This design comes from an exercise in tuning for small area and a short achievable clock period on the open sky130 flow, not from production work.
The RTL was checked by simulation tests, not by an equivalence proof against the original design.
No activity file was given, so power comes from the tool's default toggle rates.

==> inputs of build 73 <==
==> flow/design.v <==
module rlwe_rec (
    input  wire         clk,
    input  wire         rst,         
    input  wire         in_valid,
    input  wire         in_mode,     
    input  wire [127:0] in_x,        
    input  wire         in_bit,      
    input  wire [7:0]   in_r,        
    output reg          out_valid,
    output reg  [7:0]   out_r,       
    output reg          out_key      
);
    integer j;
    function [3:0] kval;
        input [7:0] r;
        input integer jj;
        begin
            if (jj < 3)
                kval = {1'b0, r[2*jj +: 2], 1'b0} + {2'b0, r[7:6]};
            else
                kval = {2'b0, r[7:6]};
        end
    endfunction
    reg               s0_valid;
    reg               s0_mode;
    reg               s0_bit;
    reg        [7:0]  s0_r;
    reg signed [8:0]  s0_th  [0:3];
    reg        [8:0]  s0_xl  [0:3];
    reg        [3:0]  s0_ovf;
    reg        [3:0]  s0_neg;
    always @(posedge clk) begin
        if (rst)
            s0_valid <= 1'b0;
        else
            s0_valid <= in_valid;
        s0_mode <= in_mode;
        s0_bit  <= in_bit;
        s0_r    <= in_r;
        for (j = 0; j < 4; j = j + 1) begin
            s0_th[j]  <= $signed({in_x[32*j+31], in_x[32*j+9 +: 7]})
                         - (in_mode ? $signed({3'd0, kval(in_r, j), 1'b0}) + $signed({4'd0, kval(in_r, j)})
                                    : 9'sd0);
            s0_xl[j]  <= in_x[32*j +: 9];
            s0_ovf[j] <= ~((in_x[32*j+16 +: 16] == 16'h0000) |
                           (in_x[32*j+16 +: 16] == 16'hffff));
            s0_neg[j] <= in_x[32*j+31];
        end
    end
    wire        hr = ~s0_mode;             
    wire        bh = s0_bit & hr;          
    wire        g   [0:3];                 
    wire [5:0]  yo  [0:3];                 
    wire [5:0]  qo  [0:3];                 
    wire        big [0:3];
    wire [2:0]  v0  [0:3];
    wire [1:0]  v1  [0:3];
    genvar gi;
    generate
        for (gi = 0; gi < 4; gi = gi + 1) begin : co
            rlwe_coef u_coef (
                .th(s0_th[gi]), .xl(s0_xl[gi]), .ovf(s0_ovf[gi]), .neg(s0_neg[gi]),
                .hr(hr), .bh(bh), .k(kval(s0_r, gi)),
                .g(g[gi]), .yo(yo[gi]), .qo(qo[gi]), .big(big[gi]),
                .v0(v0[gi]), .v1(v1[gi])
            );
        end
    endgenerate
    reg  [21:0] S;
    reg  [21:0] K;
    reg         ovf;
    reg         anybig;
    reg         ok;
    reg         hbig;
    reg  [7:0]  h0, h1;
    reg         key;
    always @(*) begin
        ovf    = |s0_ovf;
        anybig = big[0] | big[1] | big[2] | big[3];
        if (hr)
            K = bh ? 22'd1548146 : 22'd1548162;      
        else
            K = 22'd1474427;                         
        S = K;
        for (j = 0; j < 4; j = j + 1)
            S = S + {10'd0, s0_xl[j] ^ {9{g[j]}}, 3'b000} + {4'd0, yo[j], 12'd0}
                  + {16'd0, qo[j]} + {19'd0, g[j], g[j], g[j]} + {18'd0, g[j] & bh, 3'b000};
        ok   = ~anybig & ~S[21];
        hbig = ovf | ~ok;
        key  = ~ovf & ok;
        h0   = {v0[3][0], 1'b0, v0[2][1:0] - v0[3][1:0], v0[1][1:0] - v0[3][1:0], v0[0][1:0] - v0[3][1:0]};
        h1   = {v1[3][0], 1'b1, v1[2] - v1[3], v1[1] - v1[3], v1[0] - v1[3]};
    end
    always @(posedge clk) begin
        if (rst)
            out_valid <= 1'b0;
        else
            out_valid <= s0_valid;
        out_r   <= s0_mode ? 8'd0 : (hbig ? h1 : h0);
        out_key <= s0_mode ? key : 1'b0;
    end
endmodule
module rlwe_coef (
    input  wire signed [8:0] th,       
    input  wire [8:0]        xl,
    input  wire              ovf,      
    input  wire              neg,      
    input  wire              hr,       
    input  wire              bh,       
    input  wire [3:0]        k,        
    output reg               g,
    output reg  [5:0]        yo,
    output reg  [5:0]        qo,
    output reg               big,
    output reg  [2:0]        v0,
    output reg  [1:0]        v1
);
    function lo_ge;
        input signed [6:0] v;
        input [8:0] xl;
        begin
            if (v <= 0)
                lo_ge = 1'b1;
            else if (v <= 8)
                lo_ge = xl != 9'd0;
            else if (v <= 16)
                lo_ge = xl[8:1] != 8'd0;
            else
                lo_ge = (xl[8:2] != 7'd0) | (xl[1:0] == 2'd3);
        end
    endfunction
    function gtc;
        input [8:0] a;
        input integer c;
        reg   [8:0] cb;
        reg         eq;
        integer     i;
        begin
            cb  = c;
            cb  = cb ^ 9'h100;
            gtc = 1'b0;
            eq  = 1'b1;
            for (i = 8; i >= 0; i = i - 1) begin
                if (cb[i]) begin
                    eq = eq & (a[i] ^ (i == 8));
                end else begin
                    gtc = gtc | (eq & (a[i] ^ (i == 8)));
                    eq  = eq & ~(a[i] ^ (i == 8));
                end
            end
        end
    endfunction
    function ge;
        input [8:0] th;
        input [8:0] xl;
        input [3:0] o;
        input integer c;
        reg   [8:0] c3;
        begin
            c3 = 3 * c;
            ge = gtc(th, 3 * c) | ((th == c3) & lo_ge(c + o, xl));
        end
    endfunction
    reg        [3:0] m;        
    reg        [1:0] rho;      
    reg        [3:0] rg;       
    reg signed [3:0] ec;       
    reg signed [1:0] s;
    reg signed [5:0] p;
    reg signed [8:0] thm, thp;  
    reg signed [8:0] e;
    reg        [8:0] ye;
    reg              gp, g0, gm;
    always @(*) begin
        thm = th - 9'sd24;
        thp = th + 9'sd24;
        big = gtc(th, 48) | (hr ? ~gtc(th, -26) : ~gtc(th, -50));
        m   = th[4:0] / 3;
        rho = th[4:0] % 3;
        if (hr) begin
            if (th[8])
                rg = 4'd0;
            else if (gtc(th, 24))
                rg = 4'd9;
            else
                rg = m + ((rho != 2'd0) | lo_ge(m + {bh, 2'b00}, xl));
            g  = ~rg[0];
            p  = {1'b0, rg[3:1], 1'b0};
            if (~m[0])
                ec = {2'b00, rho};
            else if (rg[0])
                ec = {2'b00, rho} + 4'sd3;
            else
                ec = {2'b00, rho} - 4'sd3;
            if (th[8])
                e = th;
            else if (gtc(th, 24))
                e = thm;
            else
                e = {{5{ec[3]}}, ec};
            v0 = rg[3:1];
            if (rg == 4'd0)
                v1 = 2'd0;
            else if (rg >= 4'd7)
                v1 = 2'd3;
            else
                v1 = rg[2:1] - {1'b0, ~rg[0]};
        end else begin
            if (ge(th, xl, k, 4))
                s = 2'sd1;
            else if (ge(th, xl, k, -4))
                s = 2'sd0;
            else
                s = -2'sd1;
            gp = ~ge(th, xl, k, 8);
            g0 = ~ge(th, xl, k, 0);
            gm = ~ge(th, xl, k, -8);
            g  = (s == 2'sd1) ? gp : (s == 2'sd0) ? g0 : gm;
            p  = $signed({2'd0, k}) + $signed({s, 3'd0});
            e  = (s == 2'sd1) ? thm : (s == 2'sd0) ? th : thp;
            v0 = 3'd0;
            v1 = 2'd0;
        end
        if (ovf) begin
            v0 = neg ? 3'd0 : 3'd4;
            v1 = neg ? 2'd0 : 2'd3;
        end
        ye  = e ^ {9{g}};
        yo  = {~ye[5], ye[4:0]};
        qo  = {~(p[5] ^ ~g), p[4:0] ^ {5{~g}}};
    end
endmodule
==> flow/run.sh <==
#!/bin/bash
# synth_recipe.tcl (not shown) runs the flow's synth.tcl, then flattens the netlist and writes it again
# the make line also repeats each setting of config.mk as NAME=value (left out here)
make -C /OpenROAD-flow-scripts/flow DESIGN_CONFIG=/design/flow/config.mk WORK_HOME=/design/flow/orfs CLKGATE_MAP_FILE= SYNTH_SCRIPT=/design/flow/synth_recipe.tcl finish
==> flow/config.mk <==
export PLATFORM = sky130hd
export DESIGN_NAME = rlwe_rec
export DESIGN_NICKNAME = rlwe_rec
export VERILOG_FILES = /design/flow/design.v
export SDC_FILE = /design/flow/constraint.sdc
export NUM_CORES = 4
export LEC_CHECK = 0
export CAP_MARGIN = 20
export CORE_MARGIN = 2
export CORE_UTILIZATION = 40
export SLEW_MARGIN = 20
==> flow/constraint.sdc <==
create_clock -name core_clock -period 15.0 [get_ports {clk}]
set_input_delay 3.0000 -clock core_clock [delete_from_list [all_inputs] [get_ports {clk}]]
set_output_delay 3.0000 -clock core_clock [all_outputs]
set_load 0.01 [all_outputs]
==> build 77 (differences from build 73) <==
==> flow/design.v, changed modules only <==
module rlwe_rec (
    input  wire         clk,
    input  wire         rst,         
    input  wire         in_valid,
    input  wire         in_mode,     
    input  wire [127:0] in_x,        
    input  wire         in_bit,      
    input  wire [7:0]   in_r,        
    output reg          out_valid,
    output reg  [7:0]   out_r,       
    output reg          out_key      
);
    integer j;
    function [3:0] kval;
        input [7:0] r;
        input integer jj;
        begin
            if (jj < 3)
                kval = {1'b0, r[2*jj +: 2], 1'b0} + {2'b0, r[7:6]};
            else
                kval = {2'b0, r[7:6]};
        end
    endfunction
    reg               s0_valid;
    reg               s0_mode;
    reg               s0_bit;
    reg        [7:0]  s0_r;
    reg signed [8:0]  s0_th  [0:3];
    reg        [8:0]  s0_xl  [0:3];
    reg        [3:0]  s0_ovf;
    reg        [3:0]  s0_neg;
    always @(posedge clk) begin
        if (rst)
            s0_valid <= 1'b0;
        else
            s0_valid <= in_valid;
        s0_mode <= in_mode;
        s0_bit  <= in_bit;
        s0_r    <= in_r;
        for (j = 0; j < 4; j = j + 1) begin
            s0_th[j]  <= $signed({in_x[32*j+31], in_x[32*j+9 +: 7]})
                         - (in_mode ? $signed({3'd0, kval(in_r, j), 1'b0}) + $signed({4'd0, kval(in_r, j)})
                                    : 9'sd0);
            s0_xl[j]  <= in_x[32*j +: 9];
            s0_ovf[j] <= ~((in_x[32*j+16 +: 16] == 16'h0000) |
                           (in_x[32*j+16 +: 16] == 16'hffff));
            s0_neg[j] <= in_x[32*j+31];
        end
    end
    wire        hr = ~s0_mode;             
    wire        bh = s0_bit & hr;          
    wire        g   [0:3];                 
    wire [5:0]  yo  [0:3];                 
    wire [5:0]  qo  [0:3];                 
    wire        big [0:3];
    wire [2:0]  v0  [0:3];
    wire [1:0]  v1  [0:3];
    genvar gi;
    generate
        for (gi = 0; gi < 4; gi = gi + 1) begin : co
            rlwe_coef u_coef (
                .th(s0_th[gi]), .xl(s0_xl[gi]), .ovf(s0_ovf[gi]), .neg(s0_neg[gi]),
                .hr(hr), .bh(bh), .k(kval(s0_r, gi)),
                .g(g[gi]), .yo(yo[gi]), .qo(qo[gi]), .big(big[gi]),
                .v0(v0[gi]), .v1(v1[gi])
            );
        end
    endgenerate
    reg         s1_valid;
    reg         s1_mode;
    reg         s1_bh;
    reg         s1_fail;                   
    reg  [8:0]  s1_u   [0:3];              
    reg  [5:0]  s1_yo  [0:3];
    reg  [5:0]  s1_qo  [0:3];
    reg  [3:0]  s1_g;
    reg  [7:0]  s1_h0;                     
    reg  [7:0]  s1_h1;                     
    always @(posedge clk) begin
        if (rst)
            s1_valid <= 1'b0;
        else
            s1_valid <= s0_valid;
        s1_mode <= s0_mode;
        s1_bh   <= bh;
        s1_fail <= |s0_ovf | big[0] | big[1] | big[2] | big[3];
        for (j = 0; j < 4; j = j + 1) begin
            s1_u[j]  <= s0_xl[j] ^ {9{g[j]}};
            s1_yo[j] <= yo[j];
            s1_qo[j] <= qo[j];
            s1_g[j]  <= g[j];
        end
        s1_h0 <= {v0[3][0], 1'b0, v0[2][1:0] - v0[3][1:0], v0[1][1:0] - v0[3][1:0], v0[0][1:0] - v0[3][1:0]};
        s1_h1 <= {v1[3][0], 1'b1, v1[2] - v1[3], v1[1] - v1[3], v1[0] - v1[3]};
    end
    reg  [21:0] S;
    reg  [21:0] K;
    reg         ok;
    always @(*) begin
        if (~s1_mode)
            K = s1_bh ? 22'd1548146 : 22'd1548162;   
        else
            K = 22'd1474427;                         
        S = K;
        for (j = 0; j < 4; j = j + 1)
            S = S + {4'd0, s1_yo[j], s1_u[j], s1_g[j], s1_g[j], s1_g[j]}
                  + {16'd0, s1_qo[j]} + {18'd0, s1_g[j] & s1_bh, 3'b000};
        ok = ~s1_fail & ~S[21];
    end
    always @(posedge clk) begin
        if (rst)
            out_valid <= 1'b0;
        else
            out_valid <= s1_valid;
        out_r   <= s1_mode ? 8'd0 : (ok ? s1_h0 : s1_h1);
        out_key <= s1_mode & ok;
    end
endmodule
module rlwe_coef (
    input  wire signed [8:0] th,       
    input  wire [8:0]        xl,
    input  wire              ovf,      
    input  wire              neg,      
    input  wire              hr,       
    input  wire              bh,       
    input  wire [3:0]        k,        
    output reg               g,
    output reg  [5:0]        yo,
    output reg  [5:0]        qo,
    output reg               big,
    output reg  [2:0]        v0,
    output reg  [1:0]        v1
);
    function lo_ge;
        input signed [6:0] v;
        input [8:0] xl;
        begin
            if (v <= 0)
                lo_ge = 1'b1;
            else if (v <= 8)
                lo_ge = xl != 9'd0;
            else if (v <= 16)
                lo_ge = xl[8:1] != 8'd0;
            else
                lo_ge = (xl[8:2] != 7'd0) | (xl[1:0] == 2'd3);
        end
    endfunction
    function gtc;
        input [8:0] a;
        input integer c;
        reg   [8:0] cb;
        reg         eq;
        integer     i;
        begin
            cb  = c;
            cb  = cb ^ 9'h100;
            gtc = 1'b0;
            eq  = 1'b1;
            for (i = 8; i >= 0; i = i - 1) begin
                if (cb[i]) begin
                    eq = eq & (a[i] ^ (i == 8));
                end else begin
                    gtc = gtc | (eq & (a[i] ^ (i == 8)));
                    eq  = eq & ~(a[i] ^ (i == 8));
                end
            end
        end
    endfunction
    function ge;
        input [8:0] th;
        input [8:0] xl;
        input [3:0] o;
        input integer c;
        reg   [8:0] c3;
        begin
            c3 = 3 * c;
            ge = gtc(th, 3 * c) | ((th == c3) & lo_ge(c + o, xl));
        end
    endfunction
    wire [4:0]       t    = th[4:0];
    wire             xz   = xl == 9'd0;               
    wire             xle1 = xl[8:1] == 8'd0;          
    wire             tneg = th[8];                    
    wire             thi  = gtc(th, 24);              
    reg        [3:0] m;        
    reg              mul3;     
    reg        [1:0] rho;      
    reg              lom;      
    reg        [3:0] rg;       
    reg signed [8:0] yc;       
    reg signed [1:0] s;
    reg signed [5:0] p;
    reg signed [8:0] thm, thp;  
    reg signed [8:0] e;
    reg        [8:0] ye;
    reg              gp, g0, gm;
    always @(*) begin
        thm  = th - 9'sd24;
        thp  = th + 9'sd24;
        big  = gtc(th, 48) | (hr ? ~gtc(th, -26) : ~gtc(th, -50));
        m[3] = t >= 5'd24;
        m[2] = (t >= 5'd12) & (t < 5'd24);
        m[1] = ((t >= 5'd6) & (t < 5'd12)) | ((t >= 5'd18) & (t < 5'd24));
        m[0] = ((t >= 5'd3) & (t < 5'd6)) | ((t >= 5'd9) & (t < 5'd12)) |
               ((t >= 5'd15) & (t < 5'd18)) | ((t >= 5'd21) & (t < 5'd24));
        mul3 = (t == 5'd0) | (t == 5'd3) | (t == 5'd6) | (t == 5'd9) | (t == 5'd12) |
               (t == 5'd15) | (t == 5'd18) | (t == 5'd21) | (t == 5'd24);
        rho[1] = (t == 5'd2) | (t == 5'd5) | (t == 5'd8) | (t == 5'd11) |
                 (t == 5'd14) | (t == 5'd17) | (t == 5'd20) | (t == 5'd23);
        rho[0] = ~mul3 & ~rho[1];
        if (bh)
            lom = (t >= 5'd15) ? ~xle1 : ~xz;
        else
            lom = (t < 5'd3) | ~xz;
        if (~m[0])
            yc = (mul3 & ~lom) ? -9'sd1 : {7'd0, rho};
        else
            yc = (mul3 & ~lom) ? 9'sd3 : 9'sd2 - {7'd0, rho};
        if (hr) begin
            if (tneg)
                rg = 4'd0;
            else if (thi)
                rg = 4'd9;
            else
                rg = m + {3'd0, ~mul3 | lom};
            g  = ~rg[0];
            p  = {1'b0, rg[3:1], 1'b0};
            e  = tneg ? th : thi ? thm : yc;       
            v0 = rg[3:1];
            if (rg == 4'd0)
                v1 = 2'd0;
            else if (rg >= 4'd7)
                v1 = 2'd3;
            else
                v1 = rg[2:1] - {1'b0, ~rg[0]};
        end else begin
            if (ge(th, xl, k, 4))
                s = 2'sd1;
            else if (ge(th, xl, k, -4))
                s = 2'sd0;
            else
                s = -2'sd1;
            gp = ~ge(th, xl, k, 8);
            g0 = ~ge(th, xl, k, 0);
            gm = ~ge(th, xl, k, -8);
            g  = (s == 2'sd1) ? gp : (s == 2'sd0) ? g0 : gm;
            p  = $signed({2'd0, k}) + $signed({s, 3'd0});
            e  = (s == 2'sd1) ? thm : (s == 2'sd0) ? th : thp;
            v0 = 3'd0;
            v1 = 2'd0;
        end
        if (ovf) begin
            v0 = neg ? 3'd0 : 3'd4;
            v1 = neg ? 2'd0 : 2'd3;
        end
        ye  = (hr & ~tneg & ~thi) ? yc : e ^ {9{g}};
        yo  = {~ye[5], ye[4:0]};
        qo  = {~(p[5] ^ ~g), p[4:0] ^ {5{~g}}};
    end
endmodule
==> summary.txt <==
Setup crit end: build 77 out_r[1]$_SDFF_PP0_; build 73 out_r[3]$_SDFF_PP0_
Shortest period the worst path allows: build 77 6.22 ns; build 73 11.71 ns
Insertion delay of the later-clocked pin in the worst-skew pair: build 77 0.53 ns; build 73 0.37 ns
Total Power Consumption: build 77 3.51 mW; build 73 3.45 mW
Max FO, Critical Path: build 77 15; build 73 20
Routed length on met2: build 77 18,800 um; build 73 17,900 um
Tap cell instance count: build 77 511; build 73 448
# rows: build 77 71; build 73 67
Synthesized instance count: build 77 1,706; build 73 1,625
Number of multi-input logic gates: build 77 1,222; build 73 1,263
Leakage component of the power: build 77 7.75 nW; build 73 6.65 nW
Startpoint of the lowest-slack register-to-register path: build 77 s1_mode$_DFF_P_; build 73 s0_th[2][3]$_DFF_P_
Growth of design area from synthesis to finish: build 77 17.4%; build 73 15.5%
Share of the clock period used by the worst path after layout: build 77 41.5%; build 73 78.0%
Total via count in the routed design: build 77 12,400; build 73 11,900
Status: build 77 complete, no violations; build 73 complete, no violations
Met3 usage: build 77 3.26%; build 73 2.68%
Worst R2R Path Depth: build 77 19; build 73 39

re-timing with driven ports:
In the flow no input, the clock included, has a driving cell. The finished layouts below were timed again as built, in two steps.
Step 1, drivers: a clkbuf_16 drives clk and a buf_2 each remaining input, both assumed.
Step 2 also shifts input and output timing later by t, the mid clock arrival at the registers, as if the neighbouring blocks saw the same clock.
Three values: ideal, step 1, step 2; two values: the first two.
| run | t (ns) | setup WS [ns] | latest minus earliest clock arrival (ns) | worst register clock-pin slew, ns | worst slew at a driven data input, ns |
|---|---|---|---|---|---|
| build 73 | 0.420 | 3.294 / 3.294 / 3.294 | 0.010 / 0.010 | 0.07 / 0.07 | 0.06 |
| build 77 | 0.582 | 8.781 / 8.781 / 8.541 | 0.014 / 0.014 | 0.06 / 0.06 | 0.05 |
After both steps every run listed still meets setup and hold. The setup slack of build 77, which loses most, moves by 0.000 ns with the drivers and by -0.240 ns with both steps.
